This design comes from an exercise in tuning for small area, a short achievable clock period and few clock cycles per item on the open sky130 flow, not from production work. In this exercise RTL edits were held to simulation tests only and were not proved equivalent to the original. Power is estimated from default activity; no workload was simulated.

== run 1 ==
Design canser_rx, start of the top module:
module canser_rx (
    input  wire        clk,
    input  wire        rst,
    input  wire        in_valid,
    input  wire [7:0]  in_data,
    output wire        in_ready,
    output wire        out_valid,
    input  wire        out_ready,
    output wire [28:0] out_id,
    output wire [3:0]  out_dlc,
    output wire [63:0] out_data,
    output wire [31:0] out_ts_ms,
    output wire [63:0] out_ts
);
Size in the first run: about 1400 cells after synthesis, ~400 flip-flops, ~210 I/O pins, about 0.018 mm² of cells after synthesis.
==> flow/config.mk <==
export PLATFORM = sky130hd
export DESIGN_NAME = canser_rx
export DESIGN_NICKNAME = canser_rx
export VERILOG_FILES = /design/flow/design.v
export SDC_FILE = /design/flow/constraint.sdc
export NUM_CORES = 4
export LEC_CHECK = 0
export CAP_MARGIN = 20
export CORE_MARGIN = 2
export CORE_UTILIZATION = 55
export CTS_BUF_LIST = sky130_fd_sc_hd__clkbuf_8
export CTS_CLUSTER_DIAMETER = 60
export CTS_CLUSTER_SIZE = 15
export SLEW_MARGIN = 20
==> flow/constraint.sdc <==
create_clock -name core_clock -period 10.0 [get_ports {clk}]
set_input_delay 2.0000 -clock core_clock [delete_from_list [all_inputs] [get_ports {clk}]]
set_output_delay 2.0000 -clock core_clock [all_outputs]
set_load 0.01 [all_outputs]
standard.sh (not shown) runs the stock make flow with config.mk's settings and CLKGATE_MAP_FILE= SYNTH_SCRIPT=/design/flow/synth_recipe.tcl, a recipe that flattens the netlist after the stock synthesis.
==> flow/flow/run.sh <==
#!/bin/bash
set -euo pipefail
cd "$(dirname "$0")/.."
bash standard.sh SETUP_SLACK_MARGIN=6.8 'BUFFER_PORTS_ARGS=-buffer_cell sky130_fd_sc_hd__buf_1' finish > standard.log 2>&1
Testbench counts of run 1, summed over its fixed seeds: cycles 32,532, messages 1,995.
> inputs changed (run 1 -> run 2)
- a change of CORE_UTILIZATION from 55 to 62
==> flow/flow/run.sh <==
#!/bin/bash
set -euo pipefail
cd "$(dirname "$0")/.."
bash standard.sh SETUP_SLACK_MARGIN=6.65 'BUFFER_PORTS_ARGS=-buffer_cell sky130_fd_sc_hd__buf_1' finish > standard.log 2>&1
Findings:
Footprint of the multi-input gates was higher in the run labelled run 1.
Per the comparison of run 2 with run 1, layout inverter count without the clock tree closely matched the old numbers; final instance area lost 480 µm².
[inputs] run 3 vs run 2
- a deleted CTS_CLUSTER_SIZE that had been 15
- a change of CORE_UTILIZATION from 62 to 55
- a deleted CTS_CLUSTER_DIAMETER that had been 60
- a deleted CTS_BUF_LIST that had been sky130_fd_sc_hd__clkbuf_8
==> flow/flow/run.sh <==
#!/bin/bash
set -euo pipefail
cd "$(dirname "$0")/.."
bash standard.sh SETUP_SLACK_MARGIN=6.5 'BUFFER_PORTS_ARGS=-buffer_cell sky130_fd_sc_hd__buf_1' finish > standard.log 2>&1
### Flow results
Number of iterations in the first detailed-routing pass: run 3 vs run 2 identical. Area added between synthesis and finish on run 3 is up relative to run 2. Going from run 2 to run 3, total wire length saw an increase, area of the die rose 12%, final cell count grew by about 3.2%. Run 3 vs. run 2: final area saw an increase, least setup slack across all paths after layout saw a decrease, number of pins with negative max-slew slack in the final report comparable, first-iteration DRC count fell by 141, detailed-route wire length on metal 1 rose about 5.5%.
Inputs modified between run 3 and run 4:
- putting CTS_CLUSTER_DIAMETER at 60 where nothing was set
- putting CTS_CLUSTER_SIZE at 15 where nothing was set
- putting CTS_BUF_LIST at sky130_fd_sc_hd__clkbuf_8 where nothing was set
- swapping 55 for 62 in CORE_UTILIZATION
==> flow/flow/run.sh <==
#!/bin/bash
set -euo pipefail
cd "$(dirname "$0")/.."
bash standard.sh SETUP_SLACK_MARGIN=6.55 'BUFFER_PORTS_ARGS=-buffer_cell sky130_fd_sc_hd__buf_1' finish > standard.log 2>&1
Findings:
- Portion of total power attributed to the clock network delta for run 4 relative to run 3: 12 points lower
- The core of run 4 is more densely filled than that of run 3.
- Run 4 vs. run 3: wire length saw a decrease, number of logic stages on the critical path including buffering saw a decrease.

* * *

Another version of the RTL of canser_rx (not shown whole).
For scale: about 1500 cells after synthesis, about 390 flip-flops, roughly 210 I/O pins, roughly 19000 um2 of cells after synthesis.
Settings: LEC_CHECK=0, CAP_MARGIN=20, CORE_MARGIN=2, CORE_UTILIZATION=55, SLEW_MARGIN=20; clock period 10.0 ns.
==> flow/flow/run.sh <==
#!/bin/bash
set -euo pipefail
cd "$(dirname "$0")/.."
bash standard.sh SETUP_SLACK_MARGIN=8 TNS_END_PERCENT=0 'BUFFER_PORTS_ARGS=-buffer_cell sky130_fd_sc_hd__buf_1' finish > standard.log 2>&1
Testbench counts at the start, summed over its fixed seeds: cycles 32,532, messages 1,995.
Edit:
==> flow/flow/run.sh (replaced) <==
#!/bin/bash
set -euo pipefail
cd "$(dirname "$0")/.."
bash standard.sh SETUP_SLACK_MARGIN=7 'BUFFER_PORTS_ARGS=-buffer_cell sky130_fd_sc_hd__buf_1' finish > standard.log 2>&1
Settings changed: CTS_BUF_LIST from default to sky130_fd_sc_hd__clkbuf_8, CTS_CLUSTER_DIAMETER from default to 60, CTS_CLUSTER_SIZE from default to 15, TNS_END_PERCENT from default to 20.
- The new run passed the timing, DRC and antenna checks
- count of clock-buffer cells in the layout drops by 15
- fmax climbs by 3.3%
- register-to-register slack improved by 0.12 ns
- first-iteration DRC count drops by 14%
- via count climbs by 2.7%
- worst setup slack improved by 0.12 ns
- cell count climbs by 3.8%
- sequential cell count stays the same
- synthesized area does not change
- sequential power is about the same
- cell area climbs by 4.1%
Edit:
==> flow/flow/run.sh (replaced) <==
#!/bin/bash
set -euo pipefail
cd "$(dirname "$0")/.."
bash standard.sh SETUP_SLACK_MARGIN=6.5 'BUFFER_PORTS_ARGS=-buffer_cell sky130_fd_sc_hd__buf_1' finish > standard.log 2>&1
Settings changed: TNS_END_PERCENT 20 to default.
Result: The new run ran to the end with no violations. Count of clock-buffer cells in the layout rose by 1. Sequential power barely changes. Non-clock buffer count fell by 75. Routed wire length drops by 1.8%. Total power drops by 0.61%. Maximum frequency falls by 1.6%.
Edit:
==> flow/flow/run.sh (replaced) <==
#!/bin/bash
set -euo pipefail
cd "$(dirname "$0")/.."
bash standard.sh SETUP_SLACK_MARGIN=7 'BUFFER_PORTS_ARGS=-buffer_cell sky130_fd_sc_hd__buf_1' finish > standard.log 2>&1
Settings changed: CTS_BUF_LIST sky130_fd_sc_hd__clkbuf_8 to default, CTS_CLUSTER_DIAMETER 60 to default, CTS_CLUSTER_SIZE 15 to default.
=>
- clock-buffer cell count increases by 11
- synthesized cell count is unchanged
- flip-flop and latch count does not change
- final cell count increases by 6.3%
- wire length increases by 5.0%

* * *

## the baseline
The RTL this note starts from:
==> flow/design.v <==
module ts_dequant (
    input  wire        clk,
    input  wire        load,       
    input  wire        step,       
    input  wire [3:0]  nstep,      
    input  wire [31:0] k,          
    input  wire [4:0]  lz,         
    output wire [63:0] result      
);
    reg  [53:0] q;                 
    reg  [5:0]  d;                 
    reg  [6:0]  r;                 
    reg  [10:0] bexp;
    wire [31:0] kn = k << lz;
    wire        hi = kn[31:25] >= 7'd125;
    wire [10:0] e0 = 11'd1044 - {6'd0, lz};
    wire [10:0] e1 = 11'd1045 - {6'd0, lz};
    wire [6:0] tm;
    wire [127:0] tm_b0 = 128'h1333333333366666666664cccccccccc;
    assign tm[0] = tm_b0[r];
    wire [127:0] tm_b1 = 128'h0f0f0f0f0f0e1e1e1e1e1c3c3c3c3c3c;
    assign tm[1] = tm_b1[r];
    wire [127:0] tm_b2 = 128'h13cc33cc33c8679867986730cf30cf30;
    assign tm[2] = tm_b2[r];
    wire [127:0] tm_b3 = 128'h1c0fc3f03c0f87e0781f87c0f03f0fc0;
    assign tm[3] = tm_b3[r];
    wire [127:0] tm_b4 = 128'h1ff003ffc00ff8007fe007ff003ff000;
    assign tm[4] = tm_b4[r];
    wire [127:0] tm_b5 = 128'h1ffffc00000fffff800007ffffc00000;
    assign tm[5] = tm_b5[r];
    wire [127:0] tm_b6 = 128'h0aaaaaaaaaa55555555552aaaaaaaaaa;
    assign tm[6] = tm_b6[r];
    wire [6:0] tv;
    wire [127:0] tv_b0 = 128'h0cccccccccc9999999999b3333333333;
    assign tv[0] = tv_b0[r];
    wire [127:0] tv_b1 = 128'h03c3c3c3c3c787878787870f0f0f0f0f;
    assign tv[1] = tv_b1[r];
    wire [127:0] tv_b2 = 128'h0cf30cf30cf619e619e61bcc33cc33cc;
    assign tv[2] = tv_b2[r];
    wire [127:0] tv_b3 = 128'h0f03f0fc0f07e1f81e07e3f03c0fc3f0;
    assign tv[3] = tv_b3[r];
    wire [127:0] tv_b4 = 128'h0ffc00fff007fe001ff803ffc00ffc00;
    assign tv[4] = tv_b4[r];
    wire [127:0] tv_b5 = 128'h0fffff000007ffffe00003fffff00000;
    assign tv[5] = tv_b5[r];
    wire [127:0] tv_b6 = 128'h1aaaaaaaaaad5555555556aaaaaaaaaa;
    assign tv[6] = tv_b6[r];
    wire [5:0] fm;
    wire [127:0] fm_b0 = 128'h1333333333366666666664cccccccccc;
    assign fm[0] = fm_b0[r];
    wire [127:0] fm_b1 = 128'h1c3c3c3c3c387878787878f0f0f0f0f0;
    assign fm[1] = fm_b1[r];
    wire [127:0] fm_b2 = 128'h1fc03fc03fc07f807f807f00ff00ff00;
    assign fm[2] = fm_b2[r];
    wire [127:0] fm_b3 = 128'h1fffc0003fff80007fff8000ffff0000;
    assign fm[3] = fm_b3[r];
    wire [127:0] fm_b4 = 128'h1fffffffc00000007fffffff00000000;
    assign fm[4] = fm_b4[r];
    wire [127:0] fm_b5 = 128'h1fffffffffffffff8000000000000000;
    assign fm[5] = fm_b5[r];
    wire [5:0] f1;
    wire [127:0] f1_b0 = 128'h0cccccccccc9999999999b3333333333;
    assign f1[0] = f1_b0[r];
    wire [127:0] f1_b1 = 128'h0f0f0f0f0f0e1e1e1e1e1c3c3c3c3c3c;
    assign f1[1] = f1_b1[r];
    wire [127:0] f1_b2 = 128'h0ff00ff00ff01fe01fe01fc03fc03fc0;
    assign f1[2] = f1_b2[r];
    wire [127:0] f1_b3 = 128'h0ffff0000fffe0001fffe0003fffc000;
    assign f1[3] = f1_b3[r];
    wire [127:0] f1_b4 = 128'h0ffffffff00000001fffffffc0000000;
    assign f1[4] = f1_b4[r];
    wire [127:0] f1_b5 = 128'h0fffffffffffffffe000000000000000;
    assign f1[5] = f1_b5[r];
    wire [7:0] uv = {1'b0, tv} + {2'b00, d};      
    wire [6:0] ut = tm + {1'b0, d};
    wire       ge = uv[7];
    wire [6:0] rn = ge ? uv[6:0] : ut;
    wire [32:0] z = hi ? {1'b0, kn} : {kn, 1'b0};
    reg  [5:0]  d_n;
    always @* begin
        case (nstep)
            4'd0:    d_n = z[20:15];
            4'd1:    d_n = z[14:9];
            4'd2:    d_n = z[8:3];
            4'd3:    d_n = {z[2:0], 3'b000};
            4'd7:    d_n = 6'b111110;
            default: d_n = 6'b000000;
        endcase
    end
    always @(posedge clk)
        r <= step ? rn : {1'b0, z[32:27]};
    always @(posedge clk) begin
        if (load) begin
            d    <= z[26:21];
            bexp <= (k == 32'd0) ? 11'd0 : hi ? e1 : e0;
        end else if (step) begin
            d    <= d_n;
        end
        if (step)
            q    <= {q[47:0], ge ? f1 : fm};
    end
    assign result = {1'b0, bexp, q[51:0]};
endmodule
module canser_rx (
    input  wire        clk,
    input  wire        rst,
    input  wire        in_valid,
    input  wire [7:0]  in_data,
    output wire        in_ready,
    output wire        out_valid,
    input  wire        out_ready,
    output wire [28:0] out_id,
    output wire [3:0]  out_dlc,
    output wire [63:0] out_data,
    output wire [31:0] out_ts_ms,
    output wire [63:0] out_ts
);
    localparam [7:0] START = 8'hAA;
    localparam [7:0] END   = 8'hBB;
    localparam       BUFN  = 19;         
    localparam [1:0] C_IDLE = 2'd0, C_RUN = 2'd1, C_DONE = 2'd2;
    reg [7:0]      rxb [0:BUFN-1];       
    reg [BUFN-1:0] occ;                  
    reg [BUFN-1:0] pres;
    integer p;
    always @* begin
        pres[0] = occ[0];
        for (p = 1; p < BUFN; p = p + 1)
            pres[p] = pres[p - 1] && occ[p];
    end
    reg [4:0]      skip;                 
    reg            skz;                  
    reg            held;                 
    reg            tsv;                  
    reg            ov_q;
    reg            ir_q;
    reg [1:0]      cst;                  
    reg [3:0]      cstep;
    reg [28:0] id_q;
    reg [3:0]  dlc_q;
    reg [63:0] data_q;
    reg [31:0] ts_ms_q;
    reg [4:0]  lz_q;
    wire [7:0] dlc_b    = rxb[5];
    wire       is_start = rxb[0] == START;
    wire       hdr      = pres[10];
    wire       id_ok    = rxb[6][7:5] == 3'b000;
    wire       h_ok     = id_ok && held;
    reg [8:0] dsel, fulls, fstay;
    integer e;
    always @* begin
        for (e = 0; e < 9; e = e + 1) begin
            dsel[e]  = dlc_b == e[7:0];
            fulls[e] = dsel[e] && pres[10 + e];
            fstay[e] = fulls[e] && (rxb[10 + e] == END);
        end
    end
    wire dlc_ok = |dsel;
    wire full   = |fulls;
    wire valid  = is_start && hdr && (|fstay) && id_ok;
    wire accept = occ[0] && !skz && valid && !held;
    wire drop1  = occ[0] && (skz || !is_start || (hdr && (!dlc_ok || (full && !((|fstay) && h_ok)))));
    wire in_fire = in_valid && ir_q;
    wire xfer    = ov_q && out_ready;
    wire [BUFN-1:0] mv = {BUFN{drop1}} | ~pres;
    integer j;
    always @(posedge clk) begin
        for (j = 0; j < BUFN - 1; j = j + 1)
            if (mv[j])
                rxb[j] <= rxb[j + 1];
        if (mv[BUFN-1])
            rxb[BUFN-1] <= in_data;
    end
    wire [BUFN-1:0] occ_n = (mv & {in_fire, occ[BUFN-1:1]}) | (~mv & occ);
    wire            skip1  = skip == 5'd1;
    wire [4:0]      skip_n = accept ? 5'd10 + {1'b0, dlc_b[3:0]} :
                             (skz && occ[0]) ? skip - 5'd1 : skip;
    wire            skz_n  = accept || (skz && !(skip1 && occ[0]));
    wire            held_n = accept || (held && !xfer);
    wire [31:0] ts_b = {rxb[1], rxb[2], rxb[3], rxb[4]};
    reg  [4:0]  lz_b;
    integer i;
    always @* begin
        lz_b = 5'd0;
        for (i = 0; i < 32; i = i + 1)
            if (ts_b[i]) lz_b = 5'd31 - i[4:0];
    end
    wire c_load = (cst == C_IDLE) && tsv;
    wire c_step = (cst == C_RUN);
    reg  [1:0] cst_n;
    always @* begin
        cst_n = cst;
        if ((!held && drop1 && !accept) || xfer)
            cst_n = C_IDLE;
        else if (c_load)
            cst_n = C_RUN;
        else if (c_step && cstep == 4'd8)
            cst_n = C_DONE;
    end
    always @(posedge clk) begin
        if (rst) begin
            occ   <= {BUFN{1'b0}};
            skip  <= 5'd0;
            skz   <= 1'b0;
            held  <= 1'b0;
            tsv   <= 1'b0;
            ov_q  <= 1'b0;
            ir_q  <= 1'b1;
            cst   <= C_IDLE;
            cstep <= 4'd0;
        end else begin
            occ   <= occ_n;
            skip  <= skip_n;
            skz   <= skz_n;
            held  <= held_n;
            tsv   <= !held && pres[4] && !(drop1 && !accept);
            ov_q  <= held_n && (cst_n == C_DONE);
            ir_q  <= !(&occ_n) || skz_n || !held_n;
            cst   <= cst_n;
            cstep <= c_load ? 4'd0 : c_step ? cstep + 4'd1 : cstep;
        end
    end
    integer k;
    always @(posedge clk) begin
        if (!held) begin
            id_q    <= {rxb[6][4:0], rxb[7], rxb[8], rxb[9]};
            dlc_q   <= dlc_b[3:0];
            ts_ms_q <= ts_b;
            lz_q    <= lz_b;
            for (k = 0; k < 8; k = k + 1)
                data_q[8*k +: 8] <= (k < dlc_b[3:0]) ? rxb[10 + k] : 8'd0;
        end
    end
    ts_dequant u_dequant (
        .clk    (clk),
        .load   (c_load),
        .step   (c_step),
        .nstep  (cstep),
        .k      (ts_ms_q),
        .lz     (lz_q),
        .result (out_ts)
    );
    assign in_ready  = ir_q;
    assign out_valid = ov_q;
    assign out_id    = id_q;
    assign out_dlc   = dlc_q;
    assign out_data  = data_q;
    assign out_ts_ms = ts_ms_q;
endmodule
==> flow/config.mk <==
export PLATFORM = sky130hd
export DESIGN_NAME = canser_rx
export DESIGN_NICKNAME = canser_rx
export VERILOG_FILES = /design/flow/design.v
export SDC_FILE = /design/flow/constraint.sdc
export NUM_CORES = 4
export LEC_CHECK = 0
export CAP_MARGIN = 20
export CORE_MARGIN = 2
export CORE_UTILIZATION = 62
export CTS_BUF_LIST = sky130_fd_sc_hd__clkbuf_8
export CTS_CLUSTER_DIAMETER = 60
export CTS_CLUSTER_SIZE = 15
export PLACE_DENSITY = 0.75
export SLEW_MARGIN = 20
==> flow/constraint.sdc <==
create_clock -name core_clock -period 10.0 [get_ports {clk}]
set_input_delay 2.0000 -clock core_clock [delete_from_list [all_inputs] [get_ports {clk}]]
set_output_delay 2.0000 -clock core_clock [all_outputs]
set_load 0.01 [all_outputs]
==> flow/flow/run.sh <==
#!/bin/bash
set -euo pipefail
cd "$(dirname "$0")/.."
bash standard.sh SETUP_SLACK_MARGIN=6.5 'BUFFER_PORTS_ARGS=-buffer_cell sky130_fd_sc_hd__buf_1' finish > standard.log 2>&1
Testbench counts of the baseline, summed over its fixed seeds: cycles 32,532, messages 1,995.
Input changes introduced in the candidate (baseline for comparison: the baseline):
Settings: CTS_BUF_LIST: sky130_fd_sc_hd__clkbuf_8 -> unset; CORE_UTILIZATION: 62 -> 55; PLACE_DENSITY: 0.75 -> unset; CTS_CLUSTER_SIZE: 15 -> unset; CTS_CLUSTER_DIAMETER: 60 -> unset; TNS_END_PERCENT: unset -> 20.
==> flow/flow/run.sh <==
#!/bin/bash
set -euo pipefail
cd "$(dirname "$0")/.."
bash standard.sh SETUP_SLACK_MARGIN=7 'BUFFER_PORTS_ARGS=-buffer_cell sky130_fd_sc_hd__buf_1' finish > standard.log 2>&1
Findings:
Compared the candidate against the baseline; worst hold slack across all endpoints within noise. Looking at first-pass GRT wire length, the candidate sits 5900 um higher than the baseline does. Between the baseline and the candidate, the leakage power is lower for the baseline. The baseline -> the candidate: first-pass iteration count of the detailed router delta 0, exact match. Relative to the baseline, the fraction of the cycle the final worst path needs of the candidate is lower by 0.23 points. [compare] base=the baseline new=the candidate: total net switching power went up, register-to-register slack up 20 ps, finished layout cell area picked up an extra 12%. The lower clock power share of the baseline and the candidate is in the baseline. The final reports for the candidate and the baseline show via count of the first global-routing pass higher in the former.

-- port drivers added, routing unchanged --
The flow's constraints put no driver on any port. The routed layouts listed below were extracted and timed again, unchanged, in two steps.
Step 1 sets driving cells, clkbuf_16 on the clock port and buf_2 on the other inputs (assumed; they add their load-dependent delay and slew).
Step 2 adds t to the input delays and takes it off the output delays; t is the mean of the earliest and latest rising clock arrival at the registers after step 1. Input paths then give back, and output paths get back, about the clock's delay inside the block.
Slacks: ideal / step 1 / step 2; pairs: ideal / step 1.
| run | shift t [ns] | setup WS [ns] | worst setup path at the end | latest minus earliest clock arrival (ns) |
|---|---|---|---|---|
| run 1 | 0.589 | 6.498 / 6.498 / 6.417 | input to register | 0.035 / 0.036 |
| run 2 | 0.588 | 6.408 / 6.408 / 6.357 | input to register | 0.029 / 0.028 |
| run 3 | 0.577 | 6.378 / 6.378 / 6.271 | input to register | 0.018 / 0.018 |
| run 4 | 0.595 | 6.337 / 6.337 / 6.337 | register to register | 0.033 / 0.032 |
| the first run of note 2 | 0.623 | 6.230 / 6.230 / 6.230 | register to register | 0.027 / 0.027 |
| the second run of note 2 | 0.593 | 6.351 / 6.351 / 6.351 | register to register | 0.048 / 0.048 |
| the third run of note 2 | 0.646 | 6.291 / 6.291 / 6.291 | register to register | 0.033 / 0.032 |
| the fourth run of note 2 | 0.607 | 6.310 / 6.310 / 6.310 | register to register | 0.025 / 0.025 |
| the baseline | 0.591 | 6.413 / 6.413 / 6.226 | input to register | 0.035 / 0.034 |
| the candidate | 0.594 | 6.436 / 6.436 / 6.436 | register to register | 0.029 / 0.030 |
After both steps setup and hold are still met in every run listed. For the baseline, which loses most, drivers alone change the setup slack by 0.000 ns; drivers and shift together by -0.187 ns.
